This design comes from an exercise in tuning for small area, a short achievable clock period and few clock cycles on the open sky130 flow, not from production work. Only simulation tests tie the RTL to the original design; equivalence was not proved. No activity file was given, so power comes from the tool's default toggle rates.

File: flow/config.mk
export PLATFORM = sky130hd
export DESIGN_NAME = cs220_core
export DESIGN_NICKNAME = cs220_core
export VERILOG_FILES = /design/flow/design.v
export SDC_FILE = /design/flow/constraint.sdc
export NUM_CORES = 4
export LEC_CHECK = 0
export CAP_MARGIN = 20
export CELL_PAD_IN_SITES_DETAIL_PLACEMENT = 1
export CELL_PAD_IN_SITES_GLOBAL_PLACEMENT = 2
export CORE_MARGIN = 2
export CORE_UTILIZATION = 35
export CTS_BUF_LIST = sky130_fd_sc_hd__clkbuf_4 sky130_fd_sc_hd__clkbuf_8
export PLACE_DENSITY = 0.55
export SETUP_SLACK_MARGIN = 4.3
export SLEW_MARGIN = 20
File: flow/design.v
module cs220_core (
    input             clk,
    input             rst,           
    output            mem_req,
    output            mem_we,
    output     [11:0] mem_addr,
    output     [63:0] mem_wdata,
    input             mem_ready,
    input      [63:0] mem_rdata,
    output            done,
    output     [1:0]  status,
    output            fatal,
    output     [63:0] pc,
    output     [2:0]  cc,            
    input      [3:0]  dbg_sel,
    output     [63:0] dbg_data
);
    localparam [1:0] ST_RUN = 2'd0, ST_HLT = 2'd1, ST_ADR = 2'd2, ST_INS = 2'd3;
    localparam [3:0] F_HALT = 4'h0, F_NOP = 4'h1, F_CMOV = 4'h2, F_LDI = 4'h3,
                     F_ST = 4'h4, F_LD = 4'h5, F_ALU = 4'h6, F_JMP = 4'h7,
                     F_CALL = 4'h8, F_RET = 4'h9, F_PUSH = 4'hA, F_POP = 4'hB;
    localparam       SP = 4;
    function [63:0] add64;
        input [63:0] a, b;
        input        cin;
        reg   [63:0] g, p, gg, pp;
        integer l, k, j;
        begin
            g  = a & b;
            p  = a ^ b;
            gg = g;
            pp = p;
            gg[0] = g[0] | (p[0] & cin);
            for (l = 0; l < 6; l = l + 1)
                for (k = 0; k < 64; k = k + 1)
                    if ((k >> l) & 1) begin
                        j = ((k >> l) << l) - 1;
                        gg[k] = gg[k] | (pp[k] & gg[j]);
                        pp[k] = pp[k] & pp[j];
                    end
            add64 = p ^ {gg[62:0], cin};
        end
    endfunction
    function [15:0] dec16;
        input [3:0] s;
        dec16 = 16'd1 << s;
    endfunction
    reg [63:0]  pc_r;
    reg [1:0]   status_r;
    reg         fatal_r;
    reg         zf, sf, of;
    reg [127:0] q;           
    reg [4:0]   nq;          
    reg [15:0]  rl_oh;       
    reg [15:0]  rh_oh;       
    reg         ls;
    reg         ls_bad;      
    reg [11:0]  ea_r;
    reg [15:0]  ls_oh;       
    wire [3:0]  fam  = q[7:4];
    wire [3:0]  sub  = q[3:0];
    wire [63:0] word = q[79:16];     
    wire [63:0] tgt  = q[71:8];      
    wire running = (status_r == ST_RUN) && !fatal_r;
    wire go      = running && mem_ready;    
    reg  [63:0] rf [0:15];
    reg  [15:0] vld;
    reg         wa_en;
    reg         wa_rh;       
    reg  [63:0] wa_d;
    reg         wsp_en;      
    wire [15:0] wa_oh = wa_rh ? rh_oh : rl_oh;
    wire [63:0] sp_adj;
    integer i;
    always @(posedge clk) begin
        for (i = 0; i < 16; i = i + 1) begin
            if (wa_en && wa_oh[i])
                rf[i] <= wa_d;
            else if (wsp_en && i == SP)
                rf[i] <= sp_adj;
        end
    end
    always @(posedge clk) begin
        if (rst)
            vld <= 16'd0;
        else begin
            if (wa_en)  vld <= vld | wa_oh;
            if (wsp_en) vld[SP] <= 1'b1;
        end
    end
    wire [15:0] sel_rl = rl_oh & vld;
    wire [15:0] sel_rh = (running ? (ls ? ls_oh : rh_oh) : dec16(dbg_sel)) & vld;
    reg  [63:0] x_rl, x_rh;
    always @(*) begin
        x_rl = 64'd0;
        x_rh = 64'd0;
        for (i = 0; i < 16; i = i + 1) begin
            x_rl = x_rl | ({64{sel_rl[i]}} & rf[i]);
            x_rh = x_rh | ({64{sel_rh[i]}} & rf[i]);
        end
    end
    wire [63:0] x_sp = vld[SP] ? rf[SP] : 64'd0;
    assign dbg_data = x_rh;
    reg take;
    always @(*) begin
        case (sub)
            4'd0: take = 1'b1;
            4'd1: take = (sf ^ of) | zf;
            4'd2: take = sf ^ of;
            4'd3: take = zf;
            4'd4: take = ~zf;
            4'd5: take = ~(sf ^ of);
            4'd6: take = ~(sf ^ of) & ~zf;
            default: take = 1'b0;
        endcase
    end
    wire cond_ok = (sub <= 4'd6);
    wire        is_sub = (sub[1:0] == 2'd1);
    wire [63:0] opb    = x_rh ^ {64{is_sub}};
    wire [63:0] sum    = add64(x_rl, opb, is_sub);
    wire [63:0] ab_p   = x_rl ^ opb;
    wire [63:0] ab_o   = x_rl | opb;
    wire [63:0] alu_r  = !sub[1] ? sum : sub[0] ? ab_p : (x_rl & x_rh);
    wire zf_add = (ab_p[0] == is_sub) && (&(ab_p[63:1] ~^ ab_o[62:0]));
    wire zf_n   = !sub[1] ? zf_add : sub[0] ? !(|ab_p) : !(|(x_rl & x_rh));
    wire alu_o  = sub[1] ? 1'b0 :
                  is_sub ? ((x_rl[63] != x_rh[63]) && (sum[63] == x_rh[63]))
                         : ((x_rh[63] == x_rl[63]) && (sum[63] != x_rh[63]));
    wire [63:0] ls_p   = x_rl ^ word;
    wire [63:0] ls_o   = x_rl | word;
    wire [12:0] ea_l12 = {1'b0, x_rl[11:0]} + {1'b0, word[11:0]};
    wire        ea_v   = (ls_p[12] == ea_l12[12]) && (&(ls_p[63:13] ~^ ls_o[62:12])) &&
                         (ea_l12[11:0] <= 12'd4088);
    wire        pcv     = (pc_r[63:12] == 52'd0);         
    wire        pc_rb   = (pc_r[11:0] != 12'hFFF);        
    wire        pc_w2   = (pc_r[11:0] <= 12'd4086);       
    wire        pc_w1   = (pc_r[11:0] <= 12'd4087);       
    wire        spm8_v  = (x_sp[63:13] == 51'd0) &&
                          (x_sp[12] ? (x_sp[11:0] == 12'd0) : (x_sp[11:3] != 9'd0));
    wire        sp_v    = (x_sp[63:12] == 52'd0) && (x_sp[11:0] <= 12'd4088);
    wire        sp_dn   = (fam == F_CALL) || (fam == F_PUSH);
    wire [9:0]  sp_h    = x_sp[12:3] + (sp_dn ? 10'h3FF : 10'd1);
    assign      sp_adj  = {51'd0, sp_h, x_sp[2:0]};
    wire [4:0] len = (fam == F_CMOV || fam == F_ALU || fam == F_PUSH || fam == F_POP) ? 5'd2 :
                     (fam == F_LDI || fam == F_ST || fam == F_LD) ? 5'd10 :
                     (fam == F_JMP || fam == F_CALL) ? 5'd9 : 5'd1;
    wire       have = (nq >= len);       
    wire       ex   = running && pcv && have && !ls;
    wire [12:0] pc_lo = {1'b0, pc_r[11:0]} + {8'd0, ls ? 5'd10 : len};
    wire [63:0] pc_n  = {51'd0, pc_lo};
    reg        ok;
    reg        f_adr, f_ins, f_fatal;
    always @(*) begin
        f_adr = 1'b0; f_ins = 1'b0; f_fatal = 1'b0;
        case (fam)
            F_HALT, F_NOP: ;
            F_CMOV: if (!pc_rb) f_adr = 1'b1; else if (!cond_ok) f_fatal = 1'b1;
            F_LDI:  f_adr = !pc_rb || !pc_w2;
            F_ST:   f_adr = !pc_rb || !pc_w2;
            F_LD:   f_adr = !pc_rb || !pc_w2 || !ea_v;
            F_ALU:  if (!pc_rb) f_adr = 1'b1; else if (sub[3] | sub[2]) f_ins = 1'b1;
            F_JMP:  if (!pc_w1) f_adr = 1'b1; else if (!cond_ok) f_fatal = 1'b1;
            F_CALL: f_adr = !pc_w1 || !spm8_v;
            F_RET:  f_adr = !sp_v;
            F_PUSH: f_adr = !pc_rb || !spm8_v;
            F_POP:  f_adr = !pc_rb || !sp_v;
            default: f_ins = 1'b1;
        endcase
        ok = ex && !f_adr && !f_ins && !f_fatal;
    end
    wire jmp_t   = (fam == F_JMP) && take;
    wire data_op = (fam == F_LD) || (fam == F_CALL) || (fam == F_RET) ||
                   (fam == F_PUSH) || (fam == F_POP);
    wire redir   = (fam == F_CALL) || (fam == F_RET);    
    wire [4:0] lc   = (ex && !jmp_t && !redir) ? len : 5'd0;
    wire [4:0] m    = nq - lc;                           
    wire       refill = !(ex && data_op) && !ls;
    wire [11:0] st_d  = (ls ? ea_r : sp_adj[11:0]) - pc_r[11:0];
    wire        st_near = (st_d <= 12'd26) || (st_d >= 12'hFF8);
    reg        we;
    reg [11:0] addr;
    always @(*) begin
        we   = running && (ls ? !ls_bad :
                           (pcv && have && spm8_v &&
                            ((fam == F_CALL && pc_w1) || (fam == F_PUSH && pc_rb))));
        addr = pc_r[11:0] + {7'd0, nq};
        if (ls)
            addr = ea_r;
        else if (ex) begin
            case (fam)
                F_LD:    addr = ea_l12[11:0];
                F_JMP:   if (take) addr = tgt[11:0];
                F_CALL, F_PUSH: addr = sp_adj[11:0];
                F_RET, F_POP: addr = x_sp[11:0];
                default: ;
            endcase
        end
    end
    assign mem_req   = running;
    assign mem_we    = we;
    assign mem_addr  = addr;
    assign mem_wdata = (fam == F_CALL && !ls) ? pc_n : x_rh;
    always @(*) begin
        wa_en  = 1'b0;
        wa_rh  = 1'b0;
        wa_d   = mem_rdata;
        wsp_en = 1'b0;
        if (ok && mem_ready) begin
            case (fam)
                F_CMOV: begin wa_en = take; wa_d = x_rh; end
                F_LDI:  begin wa_en = 1'b1; wa_d = word; end
                F_LD:   begin wa_en = 1'b1; wa_rh = 1'b1; wa_d = mem_rdata; end
                F_ALU:  begin wa_en = 1'b1; wa_d = alu_r; end
                F_CALL, F_RET, F_PUSH: wsp_en = 1'b1;
                F_POP: begin
                    wa_en = 1'b1; wa_rh = 1'b1; wa_d = mem_rdata;
                    wsp_en = !rh_oh[SP];
                end
                default: ;
            endcase
        end
    end
    reg [127:0] q_sh;
    reg [127:0] q_nx;
    reg [4:0]   nq_nx;
    integer k;
    always @(*) begin
        case (lc)
            5'd1:    q_sh = {8'd0, q[127:8]};
            5'd2:    q_sh = {16'd0, q[127:16]};
            5'd9:    q_sh = {72'd0, q[127:72]};
            5'd10:   q_sh = {80'd0, q[127:80]};
            default: q_sh = q;
        endcase
        for (k = 0; k < 16; k = k + 1)
            q_nx[8*k +: 8] = (k < m) ? q_sh[8*k +: 8] : mem_rdata[8*((k - m) & 7) +: 8];
        if (ex && jmp_t) begin
            q_nx  = {64'd0, mem_rdata};
            nq_nx = 5'd8;
        end else if (ex && redir)
            nq_nx = 5'd0;
        else if (refill)
            nq_nx = (m > 5'd8) ? 5'd16 : m + 5'd8;
        else if ((ls || fam == F_PUSH) && st_near)
            nq_nx = 5'd0;
        else
            nq_nx = m;
    end
    always @(posedge clk) begin
        if (go) begin
            q     <= q_nx;
            rl_oh <= dec16(q_nx[11:8]);
            rh_oh <= dec16(q_nx[15:12]);
        end
    end
    always @(posedge clk) begin
        if (rst) begin
            pc_r     <= 64'd0;
            status_r <= ST_RUN;
            fatal_r  <= 1'b0;
            zf       <= 1'b0;
            sf       <= 1'b0;
            of       <= 1'b0;
            nq       <= 5'd0;
            ls       <= 1'b0;
        end else if (go && ls) begin
            ls <= 1'b0;
            if (ls_bad) status_r <= ST_ADR;
            else begin
                pc_r <= pc_n;
                nq   <= nq_nx;
            end
        end else if (go) begin
            nq <= nq_nx;
            if (!pcv)
                status_r <= ST_ADR;
            else if (ex) begin
                if (f_adr)   status_r <= ST_ADR;
                if (f_ins)   status_r <= ST_INS;
                if (f_fatal) fatal_r  <= 1'b1;
                if (fam == F_HALT) status_r <= ST_HLT;
            end
            if (ok) begin
                case (fam)
                    F_JMP:  pc_r <= take ? tgt : pc_n;
                    F_CALL: pc_r <= tgt;
                    F_RET:  pc_r <= mem_rdata;
                    F_ST: begin
                        ls     <= 1'b1;
                        ea_r   <= ea_l12[11:0];
                        ls_bad <= !ea_v;
                        ls_oh  <= rh_oh;
                    end
                    F_HALT: ;
                    default: pc_r <= pc_n;
                endcase
                if (fam == F_ALU) begin
                    zf <= zf_n;
                    sf <= alu_r[63];
                    of <= alu_o;
                end
            end
        end
    end
    assign done     = !running;
    assign status   = status_r;
    assign fatal    = fatal_r;
    assign pc       = pc_r;
    assign cc       = {zf, sf, of};
endmodule
File: flow/constraint.sdc
create_clock -name core_clock -period 11.0 [get_ports {clk}]
set_input_delay 2.2000 -clock core_clock [delete_from_list [all_inputs] [get_ports {clk}]]
set_output_delay 2.2000 -clock core_clock [all_outputs]
set_load 0.01 [all_outputs]
File: flow/run.sh
#!/bin/bash
# synth_recipe.tcl (not shown) runs the flow's synth.tcl, then flattens the netlist and writes it again
# the make line also repeats each setting of config.mk as NAME=value (left out here)
make -C /OpenROAD-flow-scripts/flow DESIGN_CONFIG=/design/flow/config.mk WORK_HOME=/design/flow/orfs CLKGATE_MAP_FILE= SYNTH_SCRIPT=/design/flow/synth_recipe.tcl finish
==> results of run 1 <==
[flip-flops by register name, indices dropped and copies added (netlist names)]
register,count
rh_oh,16
ls_oh,16
status_r,2
nq,5
pc_r,64
q,128
sf,1
rl_oh,16
ea_r,12
vld,16
zf,1
rf,1024
ls,1
of,1
ls_bad,1
fatal_r,1
[layout make-up]
type | count | area (sq um) | share of cell area, %
Multi-Input combinational cell | 4880 | 38800 | 37.8
Sequential cell | 1305 | 38300 | 37.3
Timing Repair Buffer | 1422 | 15900 | 15.5
Tap cell | 2821 | 3530 | 3.44
Inverter | 298 | 1350 | 1.31
Antenna cell | 25 | 62.6 | 0.0609
Clock inverter | 123 | 1040 | 1.01
Clock buffer | 305 | 3790 | 3.69
[cells in the mapped netlist, types with 35 or more instances]
cell type / count
a211oi_1: 35
a21oi_1: 223
a221oi_1: 171
a222oi_1: 77
a22o_1: 112
a22oi_1: 763
a31o_2: 59
a31oi_1: 78
and2_1: 79
buf_1: 102
clkbuf_1: 405
dfxtp_1: 92
edfxtp_1: 1213
ha_1: 230
inv_1: 292
mux2_2: 60
mux2i_1: 89
mux4_2: 64
nand2_1: 600
nand3_1: 355
nand4_1: 156
nor2_1: 493
nor3_1: 193
nor4_1: 96
o21ai_0: 165
o22ai_1: 36
xnor2_1: 140
xor2_1: 102
[power by group through the flow]
| stage | Combinational, W | Clock (W) | Sequential, W |
|---|---|---|---|
| 3_3_place_gp | 0.0241 | 0 | 0.00830 |
| 3_5_place_dp | 0.0242 | 0 | 0.00830 |
| 2_1_floorplan | 0.0137 | 0 | 0.00774 |
| 6_report | 0.0300 | 0.00492 | 0.00830 |
| 4_1_cts | 0.0270 | 0.00491 | 0.00820 |
| 5_1_grt | 0.0307 | 0.00511 | 0.00826 |
[path summary, 6_finish.rpt]
kind / depth (start not counted) / slack, ns / endpoint / start
max: 28 / 3.73 / rf[13][45] / dbg_sel[0]
min: 0 / 0.51 / ls_oh[15] / rh_oh[15]
max reg2reg: 28 / 3.92 / rf[13][45] / status_r[1]
min reg2reg: 0 / 0.51 / ls_oh[15] / rh_oh[15]
[logic make-up (layout without fill, tap and decap cells)]
kind of cell / count (synthesis) / after routing
flip-flops: 1305 / 1305
buffers and inverters: 846 / 2148
AND/OR/NAND/NOR: 2160 / 2191
AO/OA/AOI/OAI: 1981 / 1987
multiplexers: 217 / 218
XOR/XNOR: 242 / 242
other: 0 / 25
adder cells (fa/ha/maj): 242 / 242
[what timing repair did]
item                                     CTS  global route
resized for setup                       1421           670
endpoints found under the hold margin      0             0
pin swaps                                243           318
cloned                                    52            23
setup buffers                            532           227
endpoints found under the setup margin  2568          1857
[per-stage QoR]
| stage | util, % | cells | total power [W] | instance area [sq um] | hold slack (ns) |
|---|---|---|---|---|---|
| CTS | 45.9 | 10904 | 0.0401 | 97500 | 0.504 |
| finish | 48.4 | 11179 | 0.0433 | 103000 | 0.509 |
| detailed placement | 39.2 | 9892 | 0.0325 | 83200 | 0.494 |
| floorplan | - | 6993 | 0.0214 | 76000 | 0.448 |
| global route | 48.4 | 11158 | 0.0440 | 103000 | 0.505 |
| global placement | 39.2 | 9891 | 0.0325 | 83200 | 0.484 |
[placed cells by master (no fill, tap or decap), types with 38 or more instances in the layout]
| cell type | count |
|---|---|
| nand4_1 | 156 |
| a21oi_2 | 44 |
| a221oi_1 | 152 |
| mux2i_1 | 67 |
| nor2_1 | 384 |
| buf_4 | 644 |
| a22oi_1 | 676 |
| mux2_2 | 52 |
| xor2_1 | 83 |
| o21ai_0 | 119 |
| a31o_2 | 58 |
| clkdlybuf4s50_1 | 138 |
| nand2_1 | 558 |
| mux4_2 | 64 |
| and2_4 | 62 |
| edfxtp_1 | 1213 |
| nor4_1 | 59 |
| a21oi_1 | 155 |
| a222oi_1 | 77 |
| a22o_1 | 112 |
| dfxtp_1 | 86 |
| buf_8 | 45 |
| inv_1 | 224 |
| clkbuf_4 | 65 |
| clkinv_1 | 64 |
| xnor2_1 | 122 |
| a22oi_2 | 88 |
| buf_12 | 192 |
| a31oi_1 | 73 |
| clkbuf_8 | 242 |
| nor2_4 | 85 |
| nor3_1 | 138 |
| nand3_1 | 343 |
| ha_1 | 179 |
| nand2_2 | 38 |
| buf_6 | 324 |
[routing by layer]
metal	vias up	wire length (um)	share of wire, %	global-route usage (%)
met2	6810	211000	40	64.0
li1	29754	-	-	-
met1	40089	197000	38	60.5
met3	1676	72300	14	15.5
met5	-	368	0.070	0.659
met4	32	43500	8.3	29.8
==> qor.txt, run 1 <==
clock network fraction of total power = 11.4%
minimum clock period = 7.27 ns
worst path bufs/invs = 9
outcome = finished clean
Post-DRT Antenna Nets = 0
combinational power share = 69.5%
Final Hold Fails = 0
die width = 466 um
Wirelength per Cell = 46.9 um
CTS Buf Count = 234
DP HPWL = 313000 um
clk sinks = 1305
dominant cells by area after synthesis = edfxtp_1 49%, a22oi_1 7.7%, ha_1 3.8%
hold_buf cts = 0
share of cells above drive strength 1 = 32.4%
adder-cell share of the synthesized area = 4.17%
fmax = 138 MHz
Rel. slew slack = 11.4%
top_reg_cell synth = edfxtp_1
cell count after synthesis = 6993
I/O pin count = 284
RSZ-0062 raised after global routing = yes
placer congestion estimate = 0.993
Worst Skew = 0.0840 ns
Root Driver = clkbuf_8
post-synth top area share = 48.7%
nets = 8454
Worst VDD drop = 0.359 mV
Max Slew Vio Count = 0
via count = 78361
worst min path class = register to register
Core Box Area = 212000 sq um
family with the most delay on the worst path = compound AO/OA/AOI/OAI gates
Buffers on Ports = 283
Worst-Margin Slew = 1.32 ns
Max Root-Sink Buffers = 3
worst stage delay on the critical path = 0.67 ns
Synth async-reset ratio = 0%
Row Count = 169
Data arrival, critical path = 8.09 ns
Internal = 0.0200 W
Synth Area in Simple Gates = 13.9%
Lkg Pwr = 37.3 nW
Switch Pwr = 0.0233 W
Post-synth EDFFs = 1213
TritonRoute pass-1 iters = 10
Crit path top cell by count = buf_6
critical path class = input port to register
post-synthesis mux area share = 4.09%
Mapped Area = 74800 sq um
Synth Area in Compound Gates = 19.5%
Crit. End Element = register
critical path launch point type = input port
Post-Syn Area per Cell = 10.7 sq um
CTS tree = yes
switching part of the total = 53.8%
power density over cell area = 421 nW/um^2
initial core utilization = 35.2%
syn_nets = 7306
Slowest cell on crit path = nor4_4
vias in the first global route = 72878
Die H = 466 um
initial antenna violation count = 53
Max-Cap Viols = 0
Post-Route WL = 524000 um
Seq pwr share = 19.2%
xor and xnor fraction of the mapped netlist area = 2.83%
first-pass GRT wire length = 677000 um
residual DRC count = 0
Die ar. = 217000 sq um
fin crit share = 66.1%
largest net degree at the start of global routing = 73
Seq/Total Area, Yosys = 51.2%
Area Growth Syn to Fin = 37.3%
flops & latches, synth = 1305
Fill cells = 22244
grt total ovfl = 0
vias per cell = 7.01
Yosys Warn Count = 2
Yosys cell types = 85
Setup WS pre-CTS = 0.931 ns
Worst-Skew Late Latency = 1.08 ns
Worst-path clk slew = 0.06 ns
largest family of logic cells by synthesized area = compound AO/OA/AOI/OAI gates
Final WS setup = 3.73 ns
CP required = 11.82 ns
Final setup violation count = 0
Total GRT Usage = 46.0%
cell taking the most area after synthesis = edfxtp_1
drt initial violations = 13790
setup TNS = 0 ns
H-tree depth = 4
Crit Path Max Fanout = 16
Testbench counts, summed over its fixed seeds: cycles 64,992.
==> run 2: changes to the inputs <==
==> flow/flow/run.sh (new file) <==
#!/bin/bash
# The standard layout (standard.sh, unchanged synthesis), except that the
# port buffers that placement inserts on every input and output are buf_4
# cells instead of the default delay-buffer cells, so that the resizer can
# size them within the buf footprint.
set -euo pipefail
bash standard.sh synth > synth.log 2>&1
bash standard.sh finish BUFFER_PORTS_ARGS="-inputs -outputs -buffer_cell sky130_fd_sc_hd__buf_4" > layout.log 2>&1
==> flow/standard.sh (new file) <==
#!/bin/bash
# synth_recipe.tcl (not shown) runs the flow's synth.tcl, then flattens the netlist and writes it again
# the make line also repeats each setting of config.mk as NAME=value (left out here)
make -C /OpenROAD-flow-scripts/flow DESIGN_CONFIG=/design/flow/config.mk WORK_HOME=/design/flow/orfs CLKGATE_MAP_FILE= SYNTH_SCRIPT=/design/flow/synth_recipe.tcl "${@:-finish}"
removed: flow/run.sh
==> run 2 against run 1 <==
Net effect:
- the layout now fails its checks (capacitance limit, slew limit)
- cell area about the same
- total power increased by 0.25%
- critical endpoint is now mem_addr[8]
- sequential share of layout area about the same
- setup slack better by 0.048 ns
- register-to-register slack better by 0.10 ns
- die area is the same
- core utilization is essentially flat
- synthesized area stayed put
==> qor.txt, run 2 <==
Largest register FFs = 1024 (unchanged)
CTS Buf Count = 232 (-0.85%)
Finished Layout Cells = 11210 (+0.28%)
Total GRT Usage = 45.8% (-0.22 points)
Crit. End Element = primary output
Worst-Skew Late Latency = 1.06 ns (-0.02 ns)
dominant cells by area after synthesis = edfxtp_1 49%, a22oi_1 7.7%, ha_1 3.8%
Final Hold Fails = 0 (unchanged)
via count = 77944 (-0.53%)
most frequent cell after synthesis = edfxtp_1
Die ar. = 217000 sq um (unchanged)
GRT Max-Usage Layer = met2
nets = 8489 (+0.41%)
Worst-Margin Slew = 1.62 ns (+0.303 ns)
hold_buf cts = 0 (unchanged)
placer congestion estimate = 0.997 (+0.41%)
reg2reg setup slack = 4.02 ns (+0.10 ns)
Die H = 466 um (unchanged)
H-tree depth = 4 (unchanged)
Seq/Total Area, Yosys = 51.2% (unchanged)
crit path from = rl_oh[5]
residual DRC count = 0 (unchanged)
Rel. slew slack = -8.16% (-20 points)
Worst Skew = 0.121 ns (+0.0373 ns)
cell count after synthesis = 6993 (unchanged)
r2r worst-path depth = 23 (-18%)
Post-Syn Area per Cell = 10.7 sq um (unchanged)
initial antenna violation count = 51 (-3.8%)
Synth async-reset ratio = 0% (unchanged)
met2 Use GR = 64.5% (+0.59 points)
Final setup violation count = 0 (unchanged)
CP required = 8.80 ns (-3.02 ns)
clk sinks = 1305 (unchanged)
CTS tree = yes
Data arrival, critical path = 5.02 ns (-3.07 ns)
post-synth top area share = 48.7% (unchanged)
Mapped Area = 74800 sq um (unchanged)
Row Count = 169 (unchanged)
minimum clock period = 7.22 ns (-0.0484 ns)
largest net degree at the start of global routing = 80 (+9.6%)
die width = 466 um (unchanged)
Post-Route WL = 523000 um (-0.33%)
critical path class = register to primary output
Largest Register = rf
dpl cells = 9867 (-0.25%)
Core Box Area = 212000 sq um (unchanged)
RSZ-0062 raised after global routing = yes
first-pass GRT wire length = 673000 um (-0.47%)
Yosys cell types = 85 (unchanged)
outcome = failed layout checks
Post-DRT Antenna Nets = 0 (unchanged)
most frequent cells in the layout = 1213 x edfxtp_1, 858 x buf_4, 657 x a22oi_1, 558 x nand2_1, 380 x nor2_1
Critical Path End = mem_addr[8]
Buffers on Ports = 283 (unchanged)
TritonRoute pass-1 iters = 7 (-3)
met3 Resource Use GR = 15.1% (-0.41 points)
Largest regs = rf: 1024 flops, q: 128 flops, pc_r: 64 flops
Lkg Pwr = 37.6 nW (+0.90%)
Root Driver = clkbuf_8
flops & latches, synth = 1305 (unchanged)
Area Growth Syn to Fin = 37.5% (about the same)
global routing usage on met1 = 61.2% (+0.67 points)
Yosys Warn Count = 2 (unchanged)
Wirelength per Cell = 46.6 um (-0.60%)
setup TNS = 0 ns (unchanged)
Crit Path Max Fanout = 23 (+7)
vias per cell = 6.95 (-0.81%)
fmax = 138 MHz (+0.67%)
vias in the first global route = 72501 (-0.52%)
initial core utilization = 35.2% (unchanged)
worst min path class = register to register
critical path launch point type = register
cell taking the most area after synthesis = edfxtp_1
syn_nets = 7306 (unchanged)
top_reg_cell synth = edfxtp_1
FF-to-FF End = rf[1][42]
share of cells above drive strength 1 = 34.5% (+2.1 points)
grt total ovfl = 0 (unchanged)
layout check failures = capacitance limit, slew limit
Max-Cap Viols = 1 (+1)
Post-synth top cells = 1213 x edfxtp_1, 763 x a22oi_1, 600 x nand2_1
power density over cell area = 422 nW/um^2 (+0.17%)
I/O pin count = 284 (unchanged)
fin crit share = 65.7% (-0.44 points)
Worst-path clk slew = 0.06 ns (about the same)
most common cell after layout, fill and taps aside = edfxtp_1
Max Slew Vio Count = 4 (+4)
FF-to-FF Start = rl_oh[0]
Max Root-Sink Buffers = 3 (unchanged)
DP HPWL = 316000 um (+0.82%)
drt initial violations = 13707 (-0.60%)
Worst VDD drop = 0.366 mV (+1.9%)
Post-synth EDFFs = 1213 (unchanged)
## run 2: worst min path at each step
| stage | startpoint | endpoint | depth (start not counted) |
|---|---|---|---|
| after floorplan | rh_oh[0] | ls_oh[0] | 0 |
| after global placement | rh_oh[15] | ls_oh[15] | 0 |
| after detailed placement | rh_oh[15] | ls_oh[15] | 0 |
| after CTS | rh_oh[15] | ls_oh[15] | 0 |
| after global routing | rh_oh[6] | ls_oh[6] | 0 |
| final | rh_oh[15] | ls_oh[15] | 0 |
## run 2: layout make-up
class,instances,area (sq um)
fill,22206,109000
multi-input combinational,4877,38700
sequential,1305,38300
timing repair buffer,1462,16100
clock buffer,304,3800
tap,2821,3530
inverter,298,1350
clock inverter,120,960
antenna,23,57.6
## run 2: power by group
group | leakage (nW) | internal, W | switching [W]
Sequential | 11.8 | 0.00728 | 0.00105
Clock | 2.50 | 0.00248 | 0.00234
Combinational | 23.4 | 0.0103 | 0.0200
Total | 37.6 | 0.0200 | 0.0234
## run 2: through the flow
| step | total power, W | setup slack [ns] | utilization, % | instance area [sq um] | hold WS (ns) |
|---|---|---|---|---|---|
| 5_1_grt | 0.0442 | 3.68 | 48.4 | 103000 | 0.519 |
| 2_1_floorplan | 0.0214 | 3.58 | - | 76000 | 0.448 |
| 3_5_place_dp | 0.0325 | 1.63 | 38.7 | 82300 | 0.487 |
| 4_1_cts | 0.0404 | 3.75 | 46.0 | 97700 | 0.496 |
| 3_3_place_gp | 0.0324 | 1.70 | 38.7 | 82200 | 0.489 |
| 6_report | 0.0434 | 3.78 | 48.4 | 103000 | 0.497 |
## run 2: layer usage
metal	routed length, um	vias up
li1	-	29829
met1	200000	40221
met2	214000	6447
met3	70400	1421
met4	38100	26
met5	169	-
## run 2: worst max-delay path, stage by stage, from the launching register on
cell	delay, ns
edfxtp_1	0.56
and2_4	0.31
buf_4	0.16
buf_8	0.18
a22oi_2	0.15
nand2_1	0.07
or4_4	0.61
ha_4	0.31
buf_4	0.14
o21a_1	0.18
o31a_1	0.13
o32a_1	0.37
xnor2_2	0.28
o22ai_2	0.15
a21oi_2	0.16
o21ai_1	0.08
buf_4	0.16
## run 2: timing repair
action / CTS / global route
buffers inserted: 584 / 240
pin swaps: 292 / 266
setup endpoints to repair: 2522 / 1261
resized for setup: 957 / 548
cloned: 53 / 18
endpoints found under the hold margin: 0 / 0
## run 2: cell families after synthesis
| logic type | after synthesis | share of synthesized area (%) |
|---|---|---|
| xor gates and xnor gates | 242 | 2.83 |
| AOI/OAI and AO/OA | 1981 | 19.5 |
| and+or+nand+nor | 2160 | 13.9 |
| DFF | 1305 | 51.2 |
| muxes | 217 | 4.09 |
| buffers and inverters | 846 | 4.40 |
| adders and majority gates | 242 | 4.17 |

==> static timing again, ports no longer ideal <==
The flow's constraints put no driver on any port. The routed layouts listed below were extracted and timed again, unchanged, in two steps.
Step 1 (the two cells are an assumption about what drives the block):
set clk [get_ports {clk}]
set_driving_cell -lib_cell sky130_fd_sc_hd__clkbuf_16 $clk
set_driving_cell -lib_cell sky130_fd_sc_hd__buf_2 [delete_from_list [all_inputs] $clk]
Step 2 adds t to the input delays and takes it off the output delays; t is the mean of the earliest and latest rising clock arrival at the registers after step 1. Input paths then give back, and output paths get back, about the clock's delay inside the block.
Three values: no drivers, after step 1, after step 2; two values: the first two.
| run | t, ns | slack for setup (ns) | worst setup path at the end | pins driven straight from the clock port |
|---|---|---|---|---|
| run 1 | 1.132 | 3.728 / 3.640 / 2.565 | input to register | 1 |
| run 2 | 1.097 | 3.777 / 3.675 / 2.909 | input to register | 1 |
For run 1, which loses most, drivers alone change the setup slack by -0.088 ns; drivers and shift together by -1.163 ns.
